This design comes from an exercise in tuning for small area on the open sky130 flow, not from production work. Function was checked by simulation only, so behaviour that the tests miss may differ from the original. No activity file was given, so power comes from the tool's default toggle rates.

===== design/flow/design.v =====
module pfse_frdec (
    input  wire        clk,
    input  wire        rst,
    input  wire        in_valid,
    input  wire [7:0]  in_data,
    input  wire        in_last,
    output wire        out_valid,
    output wire [1:0]  out_demux,       
    output wire [11:0] out_status,      
    output wire [6:0]  out_rel_id,
    output wire        out_agg,
    output wire [31:0] out_entry_id,
    output wire [31:0] out_attr2,
    output wire [31:0] out_attr3,
    output wire [31:0] out_udp_ports,   
    output wire [31:0] out_udp_lencs,   
    output wire [15:0] out_pay_off,
    output wire [15:0] out_pay_len,
    output wire [47:0] out_dmac,
    output wire [47:0] out_smac,
    output wire [31:0] out_src_ip,
    output wire [31:0] out_dst_ip,
    output wire [3:0]  out_ihl,
    output wire [7:0]  out_proto,
    output wire [15:0] out_totlen
);
    function [8:0] add8;                    
        input [7:0] a;
        input [7:0] b;
        input       c;
        integer i;
        reg cc;
        begin
            cc = c;
            for (i = 0; i < 8; i = i + 1) begin
                add8[i] = a[i] ^ b[i] ^ cc;
                cc = (a[i] & b[i]) | (cc & (a[i] ^ b[i]));
            end
            add8[8] = cc;
        end
    endfunction
    function [15:0] add16;                  
        input [15:0] a;
        input [15:0] b;
        integer i;
        reg cc;
        begin
            cc = 1'b0;
            for (i = 0; i < 16; i = i + 1) begin
                add16[i] = a[i] ^ b[i] ^ cc;
                cc = (a[i] & b[i]) | (cc & (a[i] ^ b[i]));
            end
        end
    endfunction
    function [15:0] inc16;                  
        input [15:0] a;
        integer i;
        reg cc;
        begin
            cc = 1'b1;
            for (i = 0; i < 16; i = i + 1) begin
                inc16[i] = a[i] ^ cc;
                cc = cc & a[i];
            end
        end
    endfunction
    function [7:0] sub8;                    
        input [6:0] a;
        input [6:0] b;
        integer i;
        reg bb;
        begin
            bb = 1'b0;
            for (i = 0; i < 7; i = i + 1) begin
                sub8[i] = a[i] ^ b[i] ^ bb;
                bb = (~a[i] & b[i]) | (bb & ~(a[i] ^ b[i]));
            end
            sub8[7] = bb;
        end
    endfunction
    function [15:0] dec16;                  
        input [15:0] a;
        integer i;
        reg bb;
        begin
            bb = 1'b1;
            for (i = 0; i < 16; i = i + 1) begin
                dec16[i] = a[i] ^ bb;
                bb = bb & ~a[i];
            end
        end
    endfunction
    function [12:0] inc13;                  
        input [12:0] a;
        integer i;
        reg cc;
        begin
            cc = 1'b1;
            for (i = 0; i < 13; i = i + 1) begin
                inc13[i] = a[i] ^ cc;
                cc = cc & a[i];
            end
        end
    endfunction
    function ltc7;                          
        input [6:0] a;
        input [6:0] b;
        integer i;
        reg lt;
        begin
            lt = 1'b0;
            for (i = 0; i < 7; i = i + 1)
                lt = b[i] ? (~a[i] | lt) : (~a[i] & lt);
            ltc7 = lt;
        end
    endfunction
    function [12:0] dec13;                  
        input [12:0] a;
        integer i;
        reg bb;
        begin
            bb = 1'b1;
            for (i = 0; i < 13; i = i + 1) begin
                dec13[i] = a[i] ^ bb;
                bb = bb & ~a[i];
            end
        end
    endfunction
    reg        fin;        
    reg [6:0]  cnt;        
    reg [6:0]  cnt_inc;
    integer    j;
    reg        cc;
    always @(*) begin
        cc = ~&cnt;
        for (j = 0; j < 7; j = j + 1) begin
            cnt_inc[j] = cnt[j] ^ cc;
            cc = cc & cnt[j];
        end
    end
    reg [3:0]  ihl;
    reg        eo;         
    reg        ipk;        
    reg        cls_rel, cls_udp;
    wire [8:0] ihl3s = add8({4'd0, ihl}, 8'd3, 1'b0);
    wire [4:0] ihl3 = ihl3s[4:0];
    wire [6:0] off = {ihl3, 2'b10};         
    wire [7:0] rd  = sub8(cnt, off);
    wire       inr = ~rd[7];           
    wire [6:0] r   = rd[6:0];          
    integer k;
    always @(posedge clk) begin
        if (rst) begin
            fin <= 1'b0;
            cnt <= 7'd0;
        end else begin
            fin <= in_valid & in_last;
            if (in_valid)
                cnt <= in_last ? 7'd0 : cnt_inc;
        end
    end
    reg [95:0] mac;        
    reg [63:0] ip;         
    reg [15:0] tot;        
    reg [7:0]  rh;         
    reg [95:32] ner;       
    reg [31:0] at3;        
    reg [47:0] nu;         
    reg        f1eq, f1ge, fb, hm, ipok;
    reg [15:0] K;
    wire       act = (|K[15:3]) | (K[2] & K[1]);    
    wire       ge8 = |K[15:3];
    wire [15:0] Kn = (cnt == 7'd17) ? {tot[15:8], in_data} :
                     (act && cnt != 7'd18) ? dec16(K) : K;
    wire       act_n = (|Kn[15:3]) | (Kn[2] & Kn[1]);
    wire       eqlo = hm && (in_data == K[7:0]);
    reg [15:0] a1;  reg c1;
    reg [15:0] a2;  reg c2;
    wire ext_a = cls_rel;
    wire [8:0] ycs  = add8({2'b11, ~ihl, ext_a, ext_a}, {3'b000, 1'b1, 1'b0, ~ext_a, 2'b00}, 1'b0);
    wire [7:0] ycon = ycs[7:0];
    wire seg1 = inr && (cls_rel ? (r != 7'd0) : 1'b1) && act;
    wire hdr1 = (cnt == 7'd14) || (!ltc7(cnt, 7'd15) && !inr);
    wire [7:0] b1 = (seg1 || hdr1) ? in_data : 8'd0;
    wire cp1  = (cnt == 7'd14) || (inr && r == {6'd0, cls_rel});
    wire [15:0] a1s = cp1 ? a2 : a1;
    wire        c1s = cp1 ? c2 : c1;
    wire [8:0]  s1 = add8(a1s[15:8], b1, c1s);
    wire [7:0] b2 = (cnt == 7'd16 || cnt == 7'd17 ||
                     (!ltc7(cnt, 7'd26) && ltc7(cnt, 7'd34)) ||
                     (inr && !ltc7(r, 7'd13) && act)) ? in_data :
                    (cnt == 7'd24 || (inr && r == 7'd1)) ? 8'hFF :
                    (cnt == 7'd25) ? ycon :
                    (inr && r == 7'd2) ? 8'hF3 :
                    (cnt == 7'd0 || cnt == 7'd1) ? ~a2[15:8] : 8'h00;
    wire        skip2 = cls_rel && inr && r == 7'd0;
    wire [15:0] a2s = a2;
    wire        c2s = (cnt == 7'd0 || cnt == 7'd1) ? 1'b0 : c2;
    wire [8:0]  s2 = add8(a2s[15:8], b2, c2s);
    function chk;
        input [15:0] a;
        input        c;
        begin
            chk = (a[7:0] == 8'hFF) && (a[15:9] == 7'h7F) && (a[8] ^ c);
        end
    endfunction
    wire cls_rel_n = (cnt == 7'd0)  ? 1'b0 :
                     (cnt == 7'd23) ? eo & (in_data == 8'd250) : cls_rel;
    wire cls_udp_n = (cnt == 7'd0)  ? 1'b0 :
                     (cnt == 7'd23) ? eo & (in_data == 8'd17) : cls_udp;
    wire ipk_n = (cnt == 7'd14) ? (in_data[7:4] == 4'd4) &&
                                  (in_data[3] | (in_data[2] & (in_data[1] | in_data[0]))) :
                 (cnt == 7'd20) ? ipk & (in_data[5:0] == 6'd0) :
                 (cnt == 7'd21) ? ipk & (in_data == 8'd0) : ipk;
    wire f1sel = inr && r == (cls_rel ? 7'd6 : 7'd5);
    wire f1eq_n = (cnt == 7'd0) ? 1'b0 : f1sel ? eqlo : f1eq;
    wire f1ge_n = (cnt == 7'd0) ? 1'b0 : f1sel ? ge8  : f1ge;
    wire fb_n   = (cnt == 7'd0) ? 1'b0 : (inr && r == 7'd18) ? eqlo & ge8 : fb;
    wire good_n = (cls_rel_n | cls_udp_n) & ipk_n & ~act_n &
                  (cls_rel_n ? ((f1eq_n & f1ge_n) | fb_n) : f1ge_n);
    wire       clr  = in_last & ~good_n;
    wire       clrh = in_last & ~(good_n & cls_rel_n);
    wire       clre = in_last & ~(good_n & cls_rel_n & fb_n);    
    wire [7:0] dcae = in_data & {8{~clre}};
    always @(posedge clk) begin
        if (in_valid) begin
            for (k = 0; k < 12; k = k + 1)
                if (cnt == k || clr)
                    mac[95-8*k -: 8] <= dcae;
            for (k = 0; k < 8; k = k + 1)
                if (cnt == 26 + k || clr)
                    ip[63-8*k -: 8] <= dcae;
            if (cnt == 7'd16 || clr) tot[15:8] <= dcae;
            if (cnt == 7'd17 || clr) tot[7:0]  <= dcae;
            if (cnt == 7'd14 || clr) ihl <= dcae[3:0];
            if (cnt == 7'd12) eo <= (in_data == 8'h08);
            if (cnt == 7'd13) eo <= eo & (in_data == 8'h00);
            ipk     <= ipk_n;
            cls_rel <= cls_rel_n;
            cls_udp <= cls_udp_n;
            K  <= Kn;
            hm <= (in_data == Kn[15:8]);
            f1eq <= f1eq_n;
            f1ge <= f1ge_n;
            fb   <= fb_n;
            if ((inr && r == 7'd0) || clrh)
                rh <= dcae;
            if (inr && r == 7'd0)
                ipok <= chk(a1, c1);
            for (k = 0; k < 8; k = k + 1)
                if (inr && (cls_rel ? r == k + 1 : r == k))
                    ner[95-8*k -: 8] <= ~in_data;
            for (k = 8; k < 12; k = k + 1)
                if ((inr && (cls_rel ? r == k + 1 : r == k)) || clre)
                    at3[95-8*k -: 8] <= dcae;
            if (inr && ((!ltc7(r, 7'd13) && ltc7(r, 7'd17)) || r == 7'd19 || r == 7'd20))
                nu <= {nu[39:0], ~in_data};
            a1 <= {a1s[7:0], s1[7:0]};
            c1 <= s1[8];
            if (!skip2) begin
                a2 <= {a2s[7:0], s2[7:0]};
                c2 <= s2[8];
            end
        end
    end
    wire cls_any = cls_rel | cls_udp;
    wire va      = f1eq & f1ge;
    wire good    = cls_any & ipk & ~act & (cls_rel ? (va | fb) : f1ge);
    wire entry   = cls_rel & fb;
    wire ambig   = entry & va;
    wire lenok   = cls_rel | f1eq;
    wire [15:0] ck    = entry ? ~nu[15:0] : ~ner[47:32];
    wire        sumok = entry ? chk(a2, c2) : chk(a1, c1);
    wire        udpok = lenok & ((ck == 16'd0) | sumok);
    wire [8:0]  ms    = add8({4'd0, ihl}, {6'd0, entry, entry}, 1'b0);
    wire [4:0]  m     = ms[4:0];
    wire [15:0] nul   = add16(~tot, {9'd0, m, 1'b0, cls_rel});
    wire [15:0] ulen  = ~nul;
    wire [15:0] plen  = ~{inc13(nul[15:3]), nul[2:0]};
    wire [8:0]  m5s   = add8({3'd0, m}, 8'd5, 1'b0);
    wire [6:0]  poff  = {m5s[4:0], 1'b1, cls_rel};
    wire ge  = good & entry;
    wire gn  = good & ~entry;
    wire [31:0] ports = ~((~{32{ge}} | nu[47:16]) & (~{32{gn}} | ner[95:64]));
    wire [15:0] ckf   = ~((~{16{ge}} | nu[15:0])  & (~{16{gn}} | ner[47:32]));
    wire [15:0] ulf   = ({16{ge}} & ulen) | ({16{gn}} & ~ner[63:48]);
    assign out_valid     = fin & ~rst;
    assign out_demux     = {~cls_rel, ~cls_udp};
    assign out_status    = good ? {lenok, udpok, ipok, ambig, 1'b1, entry,
                                   ~cls_rel, cls_rel, 4'd0} :
                           (cls_any ? 12'h083 : 12'h0B0);
    assign out_rel_id    = rh[7:1];
    assign out_agg       = rh[0];
    assign out_entry_id  = {32{ge}} & ~ner[95:64];
    assign out_attr2     = {32{ge}} & ~ner[63:32];
    assign out_attr3     = at3[31:0];
    assign out_udp_ports = ports;
    assign out_udp_lencs = {ulf, ckf};
    assign out_pay_off   = {9'd0, {7{good}} & poff};
    assign out_pay_len   = {16{good}} & plen;
    assign out_dmac      = mac[95:48];
    assign out_smac      = mac[47:0];
    assign out_src_ip    = ip[63:32];
    assign out_dst_ip    = ip[31:0];
    assign out_ihl       = ihl;
    assign out_proto     = good ? (cls_rel ? 8'd250 : 8'd17) : 8'd0;
    assign out_totlen    = tot;
endmodule

===== design/flow/flow/run.sh =====
#!/bin/bash
# Standard layout (standard.sh), with the port buffers made from the smallest
# buffer cell and a smaller clock tree: clkbuf leaves over clusters of nearby
# flip-flops, no dummy loads.
set -euo pipefail
export BUFFER_PORTS_ARGS="-buffer_cell sky130_fd_sc_hd__buf_1"
export CTS_ARGS="-sink_clustering_enable -repair_clock_nets -dont_use_dummy_load -buf_list sky130_fd_sc_hd__clkbuf_4 -sink_clustering_size 10 -sink_clustering_max_diameter 35"
bash standard.sh > standard.log 2>&1

===== design/flow/standard.sh =====
#!/bin/bash
# synth_recipe.tcl (not shown) runs the flow's synth.tcl, then flattens the netlist and writes it again
# the make line also repeats each setting of config.mk as NAME=value (left out here)
make -C /OpenROAD-flow-scripts/flow DESIGN_CONFIG=/design/flow/config.mk WORK_HOME=/design/flow/orfs CLKGATE_MAP_FILE= SYNTH_SCRIPT=/design/flow/synth_recipe.tcl "${@:-finish}"

===== design/flow/config.mk =====
export PLATFORM = sky130hd
export DESIGN_NAME = pfse_frdec
export DESIGN_NICKNAME = pfse_frdec
export VERILOG_FILES = /design/flow/design.v
export SDC_FILE = /design/flow/constraint.sdc
export NUM_CORES = 4
export LEC_CHECK = 0
export ABC_AREA = 0
export CAP_MARGIN = 0
export CORE_MARGIN = 2
export CORE_UTILIZATION = 70
export SLEW_MARGIN = 0

===== design/flow/constraint.sdc =====
create_clock -name core_clock -period 20.0 [get_ports {clk}]
set_input_delay 4.0000 -clock core_clock [delete_from_list [all_inputs] [get_ports {clk}]]
set_output_delay 4.0000 -clock core_clock [all_outputs]
set_load 0.01 [all_outputs]

==> results of run 1 <==
-- Yosys cell counts, types with 4 or more instances --
library cell / number
fa_1: 28
o31ai_1: 5
a21oi_1: 20
mux2i_1: 4
inv_1: 87
mux2_2: 10
ha_1: 53
o2111ai_1: 4
dfxtp_1: 8
nand4_1: 27
xor2_1: 9
nor3_1: 17
nor2b_1: 11
o21ai_1: 19
and3_1: 6
nand2_1: 54
a31oi_1: 4
nor2_1: 123
nand2b_1: 6
edfxtp_1: 391
xnor2_1: 13
a211oi_1: 19
o22ai_1: 56
o21ai_0: 33
buf_1: 5
buf_4: 22
clkbuf_1: 48
and2_1: 36
nand3_1: 22
nor4_1: 8
-- state kept, by name, summed over array words and instances (netlist names), 4 cells and up --
signal  count
mac        96
ip         64
ner        64
nu         48
at3        32
K          16
a1         16
a2         16
tot        16
rh          8
cnt         7
ihl         4
-- layer usage --
metal / vias to the layer above / part of all wire (%) / track usage, %
met2: 934 / 48 / 60.2
li1: 5265 / - / -
met4: 0 / 4.1 / 13.7
met3: 136 / 12 / 7.77
met5: - / 0 / 0
met1: 5929 / 35 / 51.1
-- cell usage in the layout, fill, tap and decap left out, types with 11 or more instances in the layout --
master,n
fa_1,28
ha_1,53
and2_1,36
buf_1,400
nand3_1,21
o22ai_1,56
nor2b_1,11
edfxtp_1,391
clkbuf_4,53
nand4_1,27
nor3_1,17
a211oi_1,19
a21oi_1,20
xnor2_1,13
inv_1,87
buf_4,22
o21ai_0,32
o21ai_1,20
nor2_1,123
conb_1,13
nand2_1,53
-- worst max path at each step --
stage | start | endpoint | slack, ps | cells past startpoint
6_report | cls_rel$_DFFE_PP_ | out_pay_len[15] | 8830 | 23
5_1_grt | cls_rel$_DFFE_PP_ | out_pay_len[15] | 8600 | 23
4_1_cts | cls_rel$_DFFE_PP_ | out_pay_len[15] | 8900 | 23
3_5_place_dp | cls_rel$_DFFE_PP_ | out_pay_len[15] | 9650 | 23
3_3_place_gp | cls_rel$_DFFE_PP_ | out_pay_len[15] | 9960 | 23
2_1_floorplan | cls_rel$_DFFE_PP_ | out_pay_len[15] | 10510 | 24
-- power groups by stage --
stage | Clock (W) | Combinational, W | Sequential (W)
2_1_floorplan | 0 | 0.0000801 | 0.00102
3_3_place_gp | 0 | 0.000149 | 0.00102
3_5_place_dp | 0 | 0.000155 | 0.00102
4_1_cts | 0.000368 | 0.000157 | 0.00100
5_1_grt | 0.000398 | 0.000173 | 0.00100
6_report | 0.000367 | 0.000159 | 0.00100
-- area by class of cell --
cell class	count	area (um2)	area share (%)
flip-flops and latches	399	11900	61.7
multi-input cells	660	4570	23.7
repair buffers	423	1670	8.67
well taps	324	405	2.10
clock buffers	53	398	2.06
inverters	87	327	1.69
diodes	1	2.50	0.0130
-- critical path, cell delays in order, from the launching register on --
cell	delay (ps)
edfxtp_1	370
buf_4	210
nand2_1	430
inv_1	470
ha_1	350
fa_1	550
inv_1	70
fa_1	420
fa_1	420
fa_1	410
fa_1	500
inv_1	70
ha_1	230
ha_1	200
ha_1	200
ha_1	200
ha_1	190
ha_1	210
ha_1	190
ha_1	180
ha_1	180
xnor2_1	120
nor2_1	120
buf_1	180
-- cell families after synthesis --
group           after synthesis  share of synthesized area (%)
flops                       399                           69.4
simple gates                337                           9.79
compound gates              193                           7.32
buf+inv                     168                           4.31
fa+ha+maj                    81                           7.13
xor+xnor                     22                           1.12
mux                          14                          0.890
other cells                   2                         0.0438
-- stage by stage --
stage	instances	hold WS [ps]	power [W]
final	1947	433	0.00153
after detailed placement	1893	435	0.00117
after global placement	1893	431	0.00117
after floorplan	1227	427	0.00110
after global routing	1947	441	0.00158
after CTS	1946	431	0.00152
==> flow_summary.ini, run 1 <==
[floorplanning]
core_area_mm2 = 0.0242
rows = 57
die-area_mm2 = 0.0258
die_h_um = 161
ioPinCount = 415
start_util_pct = 70.9
die_w_um = 161

[logic_synthesis]
synth-async-reset-ratio_pct = 0
synth_seq_cells = 399
ys_seq_area_share_pct = 69.4
syn_area_mm2 = 0.0172
yosysUniqueCellTypes = 65
ys_warn_count = 1
synth_ff_type = edfxtp_1
synth_top_area_cell = edfxtp_1
synth_area_leaders = edfxtp_1 (68%), ha_1 (3.9%), fa_1 (3.3%), nor2_1 (2.7%), o22ai_1 (2.0%)
synth-edff-count = 391
syn_area_per_cell_um2 = 14.1
synth_top_area_share_pct = 68.5
synthCells = 1216

[clock_tree]
clock_latency_ps = 700
root_buffer = clkbuf_4
numCtsBuffers = 53
cts-resized-gates = 0
postCtsSetupRepairBufs = 0
cts-hold-fix-buffers = 0
cts.htree.levels = 2
cts_buffer_depth = 3
cts_sinks = 399
cts_tree = done
clkTransAtPathRegs_ps = 90

[final_layout]
fill_cells = 1465
drive_gt1_share_pct = 6.41
fin_area_mm2 = 0.0193
fin_util_pct = 79.7
area_delta_synth_final_pct = 12.4
fin_nets = 1717

[power_and_ir_drop]
vdd_drop_max_v = 0.0000758
p_switching_w = 0.000384
p_seq_share_pct = 65.5
p_clk_share_pct = 24.0
comb_power_share_pct = 10.4
p_int_w = 0.00114
sw_frac_of_total_pct = 25.2
pwr_density_cell_mw_per_mm2 = 79.2
p_leak_nw = 6.71

[flow_run]
drv_cap = 0

[timing]
finalSetupViolations = 0
fmax_ghz = 0.0895
slew_headroom_pct = 14.9
finalHoldViolCount = 0
worst_slack_ps = 8830
rsz0062_at_grt = false
fin_tns_setup_ps = 0
fin_crit_sh_pct = 55.9
fin_skew_ps = 101
finalCriticalPeriod_ps = 11170
drv_slew = 0
worstMarginPinSlew_ps = 1260

[min_path]
min_path_type = flip-flop to flip-flop
min_from = nu[24]$_DFFE_PP_
min_path_cells = 0
hold_end = nu[32]$_DFFE_PP_

[drt]
wirelength_um = 48800
drtAntennaViolNets = 0
wl_per_cell_um = 25.1
dr_total_vias = 12264
via_per_inst = 6.30
drt_iter0_drc = 1671
dr.pass1.iters = 6
route.detailed.drc = 0

[setup_path]
critPathLaunchType = flip-flop
r2r.worst_path.cells = 24
r2r_slack_ps = 11500
cp.arrival_ps = 7170
critPathKind = flip-flop to output pin
crit_fanout = 20
reg2reg_from = cnt[2]$_SDFFE_PP0P_
critPathRequiredTime_ps = 16000
r2r-end = a1[7]$_DFFE_PP_
crit_path_end_kind = output pin

[global_route]
track_usage_pct = 37.2
antenna_found_initial = 1
grt_max_degree = 113
grt_overflow = 0
grt_pass1_vias = 11266
grt_pass1_wl_um = 70600

[placed_design]
gp_congestion = 0.963
place_ws_ps = 9650
post-dp-hpwl_um = 34900
io_buffers = 401
placed_cell_area_mm2 = 0.0189

[status]
status = complete, no violations
==> run 2: changes to the inputs <==
==> design/flow/flow/run.sh (replaced) <==
#!/bin/bash
# Standard layout (standard.sh), with the port buffers made from the smallest
# buffer cell and a smaller clock tree: clkbuf leaves over clusters of nearby
# flip-flops, no dummy loads.
set -euo pipefail
export BUFFER_PORTS_ARGS="-buffer_cell sky130_fd_sc_hd__buf_1"
export CTS_ARGS="-sink_clustering_enable -repair_clock_nets -dont_use_dummy_load -buf_list sky130_fd_sc_hd__clkbuf_4 -sink_clustering_size 10 -sink_clustering_max_diameter 40"
bash standard.sh > standard.log 2>&1
==> run 2 against run 1 <==
Wire length increased by 0.19%. Final area decreased by 0.12%. Clock-buffer cell count decreased by 4. Combinational power about the same. Total power decreased by 0.72%. Sequential share of layout area increased by 0.072 points. Largest cell class unchanged.
==> flow_summary.ini, run 2 <==
[clock_tree]
numCtsBuffers = 49
clock_latency_ps = 680
cts-hold-fix-buffers = 0
cts.htree.levels = 2
root_buffer = clkbuf_4
cts_tree = done
clkTransAtPathRegs_ps = 110
cts_buffer_depth = 3
postCtsSetupRepairBufs = 0
cts-resized-gates = 0
cts_sinks = 399

[timing]
slew_headroom_pct = 14.1
whs_ps = 422
drv_slew = 0
finalCriticalPeriod_ps = 11170
worstMarginPinSlew_ps = 1270
fmax_ghz = 0.0895
fin_skew_ps = 49.9
finalSetupViolations = 0
fin_crit_sh_pct = 55.9
fin_tns_setup_ps = 0
finalHoldViolCount = 0
rsz0062_at_grt = false

[setup_path]
crit_fanout = 20
cp.arrival_ps = 7170
critPathLaunchType = flip-flop
critPathKind = flip-flop to output pin
crit_path_end_kind = output pin
critPathRequiredTime_ps = 16000

[status]
status = complete, no violations

[global_route]
grt_pass1_vias = 11183
grt_overflow = 0
track_usage_pct = 37.1
grt_pass1_wl_um = 70400
grt_max_degree = 113
antenna_found_initial = 1

[placed_design]
post-dp-hpwl_um = 34900
gp_congestion = 0.963
placed_cell_area_mm2 = 0.0189
io_buffers = 401

[drt]
via_per_inst = 6.31
drt_iter0_drc = 1475
drtAntennaViolNets = 0
route.detailed.drc = 0
wl_per_cell_um = 25.1
dr.pass1.iters = 7
dr_total_vias = 12275
wirelength_um = 48900

[logic_synthesis]
yosysUniqueCellTypes = 65
synth_top_area_cell = edfxtp_1
synth.most_common_cell = edfxtp_1
ys_warn_count = 1
synth_commonest_cells = edfxtp_1 (391), nor2_1 (123), inv_1 (87)
syn_area_per_cell_um2 = 14.1
synth-edff-count = 391
synth_seq_cells = 399
synth_area_leaders = edfxtp_1 (68%), ha_1 (3.9%), fa_1 (3.3%), nor2_1 (2.7%), o22ai_1 (2.0%)
synth_ff_type = edfxtp_1
synth-async-reset-ratio_pct = 0
syn_area_mm2 = 0.0172
synthCells = 1216
ys_seq_area_share_pct = 69.4
synth_top_area_share_pct = 68.5

[min_path]
min_path_type = flip-flop to flip-flop

[final_layout]
fin_util_pct = 79.6
fill_cells = 1451
area_delta_synth_final_pct = 12.3
fin_area_mm2 = 0.0193
seqCellArea_mm2 = 0.0119
drive_gt1_share_pct = 6.18
largest_register = mac
top_regs = mac: 96 flops, ip: 64 flops, ner: 64 flops
multi_input_area_mm2 = 0.00457
fin_nets = 1713
largest_register_ff_count = 96
final_cell_mix = buf_1 (400), edfxtp_1 (391), nor2_1 (123)
final_common_cell = buf_1

[power_and_ir_drop]
vdd_drop_max_v = 0.0000728
p_leak_nw = 6.69
pwr_density_cell_mw_per_mm2 = 78.7

[floorplanning]
ioPinCount = 415
die_h_um = 161
core_area_mm2 = 0.0242
start_util_pct = 70.9
die_w_um = 161
rows = 57
die-area_mm2 = 0.0258

[flow_run]
drv_cap = 0
==> run 2: cell counts after synthesis <==
Identical to the previous run, type by type.
==> run 2: final cells by class <==
type / instances / share of cell area (%)
Antenna cell: 4 / 0.0520
Clock buffer: 49 / 1.91
Multi-Input combinational cell: 660 / 23.7
Timing Repair Buffer: 423 / 8.68
Tap cell: 324 / 2.11
Sequential cell: 399 / 61.8
Inverter: 87 / 1.70
==> run 2: path summary, 6_finish.rpt <==
check	start	endpoint	slack [ps]	depth (start not counted)
worst min register to register	nu[39]$_DFFE_PP_	nu[47]$_DFFE_PP_	420	0
worst max register to register	cnt[2]$_SDFFE_PP0P_	a1[7]$_DFFE_PP_	11570	24
worst max-delay path	cls_rel$_DFFE_PP_	out_pay_len[15]	8830	23
worst min-delay path	nu[39]$_DFFE_PP_	nu[47]$_DFFE_PP_	420	0
==> run 2: critical path: stages, from the launching register on <==
cell	delay [ps]
edfxtp_1	380
buf_4	210
nand2_1	430
inv_1	480
ha_1	360
fa_1	550
inv_1	70
fa_1	420
fa_1	410
fa_1	420
fa_1	500
inv_1	70
ha_1	220
ha_1	200
ha_1	200
ha_1	200
ha_1	190
ha_1	210
ha_1	190
ha_1	180
ha_1	180
xnor2_1	120
nor2_1	120
buf_1	180
==> run 2: cell families after synthesis <==
group	count (synthesis)	synth area share [%]
buffers and inverters	168	4.31
muxes	14	0.890
AOI/OAI and AO/OA	193	7.32
DFF	399	69.4
and+or+nand+nor	337	9.79
other	2	0.0438
adders and majority gates	81	7.13
xor gates and xnor gates	22	1.12
==> run 2: metal layers <==
layer | wire (um) | GRT usage [%]
met2 | 23800 | 60.8
met4 | 1780 | 12.3
met3 | 5740 | 7.28
met5 | 0 | 0
met1 | 17600 | 51.1
==> run 2: power breakdown <==
part	switching (W)	internal [W]
registers	0.0000284	0.000972
clock network	0.000243	0.000113
logic	0.000110	0.0000490
total	0.000382	0.00113
==> run 2: through the flow <==
step	setup slack (ps)	total power [W]	instances
final	8830	0.00152	1946
after global routing	8610	0.00156	1946
after CTS	8930	0.00151	1942
after detailed placement	9650	0.00117	1893
after global placement	9960	0.00117	1893
after floorplan	10510	0.00110	1227

[static timing again, ports no longer ideal]
Ports are ideal in the flow. The routed layouts listed here were re-timed in OpenROAD.
Step 1 assumes that a clkbuf_16 drives the clock port and a buf_2 every other input.
Step 2 times the ports against the registers' clock, not the clock port: input delays grow and output delays shrink by t, the midpoint of the rising clock arrivals with the driver on.
Slacks: no drivers / after step 1 / after step 2; pairs: no drivers / after step 1.
| run | t (ns) | setup slack, ns | worst slew at a driven data input, ns |
|---|---|---|---|
| run 1 | 0.704 | 8.827 / 8.779 / 9.482 | 0.04 |
| run 2 | 0.709 | 8.827 / 8.777 / 9.486 | 0.05 |
After both steps setup and hold are still met in every run listed.
